This design comes from an exercise in tuning for small area, a short achievable clock period and few clock cycles per item on the open sky130 flow, not from production work.
RTL that was checked went through simulation tests only; none was proved equivalent to the original.
Power is estimated from default activity; no workload was simulated.

try-ember:
## ssaf_chdec
module ssaf_chdec (
    input  wire        clk,
    input  wire        rst,         
    input  wire        cmd_valid,
    output wire        cmd_ready,
    input  wire [31:0] cmd_s,
    input  wire [31:0] cmd_d,
    input  wire        k_valid,
    output wire        k_ready,
    input  wire [5:0]  k_data,
    input  wire        d_valid,
    output wire        d_ready,
    input  wire [31:0] d_off,
    input  wire [31:0] d_len,
    input  wire        in_valid,
    output wire        in_ready,
    input  wire [31:0] in_data,
    output reg         out_valid,
    input  wire        out_ready,
    output reg  [31:0] out_data,
    output reg         out_last
);
Settings: LEC_CHECK=0, ABC_AREA=1, CAP_MARGIN=20, CORE_MARGIN=2, CORE_UTILIZATION=40, PLACE_DENSITY=0.6, SLEW_MARGIN=20; clock period 10.0 ns.
standard.sh (not shown) runs the stock make flow with config.mk's settings and CLKGATE_MAP_FILE= SYNTH_SCRIPT=/design/flow/synth_recipe.tcl, a recipe that flattens the netlist after the stock synthesis.
==> flow/flow/run.sh <==
#!/bin/bash
# The standard layout (standard.sh: the standard synthesis and ORFS
# steps), with the port buffers made of buf_2 cells instead of the delay
# buffers buffer_ports picks by default, and timing repair asked for 5.5 ns
# of setup slack. make's output goes to standard_make.log; each ORFS step
# keeps its own log under orfs/logs/.
set -euo pipefail
bash standard.sh finish "BUFFER_PORTS_ARGS=-buffer_cell sky130_fd_sc_hd__buf_2" \
    SETUP_SLACK_MARGIN=5.5 > standard_make.log 2>&1
## Diff of input files: try-juniper against try-ember
- an added SETUP_SLACK_MARGIN of 5
==> flow/flow/run.sh <==
#!/bin/bash
# The standard layout (standard.sh: the standard synthesis and ORFS
# steps), with the port buffers made of buf_2 cells instead of the delay
# buffers buffer_ports picks by default. make's output goes to
# standard_make.log; each ORFS step keeps its own log under orfs/logs/.
set -euo pipefail
bash standard.sh finish "BUFFER_PORTS_ARGS=-buffer_cell sky130_fd_sc_hd__buf_2" > standard_make.log 2>&1
## What came out
try-juniper went all the way through the flow, and no timing, DRC or antenna check failed. As far as final max-slew violation count is concerned, try-juniper and try-ember perform about the same. Clock share of power for try-juniper is lower than for try-ember. Summary of try-juniper over try-ember: combinational power now sits lower; routed wire length shrank by 3.3 mm; post-route minimum period picked up an extra 0.20 ns; number of maximum-capacitance constraint violations about even. Signed area change from the synthesized netlist to the final layout (higher): try-ember. Compared with try-ember, try-juniper shows a lower multi-input gate area in the final layout.
diff inputs: try-juniper => try-quartz
- putting ABC_CLOCK_PERIOD_IN_PS at 4000 where nothing was set
- clearing ABC_AREA, which used to be 1
[summary]
For try-juniper and try-quartz, there was not a single run that failed to finish clean. Taking try-quartz as 1.0, try-juniper lands at 1.06 on areal power density over the cells. try-juniper → try-quartz: post-synthesis adder-cell area fraction -0.48 points; first-pass GRT wire length +about 20%; part of the cycle the worst path needs +7.9 points. For multi-input combinational cell count, dividing the value from try-quartz by the value from try-juniper gives 0.890. Setup WNS try-juniper -> try-quartz: worse.
No run of this note included a check of the RTL's function; only the layout flow was run.

* * *

ssaf_chdec, a different RTL version from the one above (not shown whole).
For scale: roughly 310 flip-flops, about 210 I/O pins, about 0.025 mm^2 of cells after synthesis.
clock: 10.0 ns
lec_check: 0
abc_area: 1
cap_margin: 20
core_margin: 2
core_utilization: 40
cts_buf_list: sky130_fd_sc_hd__clkbuf_4
place_density: 0.6
slew_margin: 20
==> flow/flow/run.sh <==
#!/bin/bash
# The standard layout (standard.sh: the standard synthesis and ORFS
# steps), with the port buffers made of buf_2 cells instead of the delay
# buffers buffer_ports picks by default, and timing repair asked for 5.75 ns
# of setup slack. make's output goes to standard_make.log; each ORFS step
# keeps its own log under orfs/logs/.
set -euo pipefail
bash standard.sh finish "BUFFER_PORTS_ARGS=-buffer_cell sky130_fd_sc_hd__buf_2" \
    SETUP_SLACK_MARGIN=5.75 > standard_make.log 2>&1
The starting point completed with no timing, DRC or antenna violations.
Testbench counts at the start, summed over its fixed seeds: cycles 100,927, items 100,391.
Change:
==> flow/flow/run.sh (replaced) <==
#!/bin/bash
# The standard layout (standard.sh: the standard synthesis and ORFS
# steps), with the port buffers made of buf_2 cells instead of the delay
# buffers buffer_ports picks by default, and timing repair asked for 5.5 ns
# of setup slack. make's output goes to standard_make.log; each ORFS step
# keeps its own log under orfs/logs/.
set -euo pipefail
bash standard.sh finish "BUFFER_PORTS_ARGS=-buffer_cell sky130_fd_sc_hd__buf_2" \
    SETUP_SLACK_MARGIN=5.5 > standard_make.log 2>&1
Settings changed: CORE_UTILIZATION 40 to 50, CTS_BUF_LIST sky130_fd_sc_hd__clkbuf_4 to unset, PLACE_DENSITY 0.6 to 0.65.
Worst hold slack is better by 0.044 ns.
Combinational power is about the same.
Final area went down by 2.8%.
Synthesized area stays the same.
Global-route usage went up by 6.2 points.
Setup slack is worse by 0.096 ns.
Total power went up by 3.3%.
Register-to-register slack is worse by 0.096 ns.

[static timing again, ports no longer ideal]
The results above use ideal ports. As a check the final layouts listed here were re-extracted and re-timed, cells and wires unchanged.
Step 1: set_driving_cell puts a clkbuf_16 on clk and a buf_2 on each other input, an assumption about the parent block.
Step 2 also shifts input and output timing later by t, the mid clock arrival at the registers, as if the neighbouring blocks saw the same clock.
a / b / c = ideal / step 1 / step 2; a / b = the first two.
run	shift t [ns]	slack for setup (ns)	worst slew at a driven data input, ns
try-ember	0.621	5.281 / 5.281 / 4.828	0.09
try-juniper	0.631	5.078 / 5.078 / 4.826	0.08
try-quartz	0.627	4.288 / 4.288 / 4.288	0.06
the first run of note 2	0.906	5.765 / 5.733 / 5.014	0.07
the second run of note 2	0.619	5.669 / 5.669 / 5.106	0.12
After both steps setup and hold are still met in every run listed. The setup slack of the first run of note 2, which loses most, moves by -0.032 ns with the drivers and by -0.751 ns with both steps.
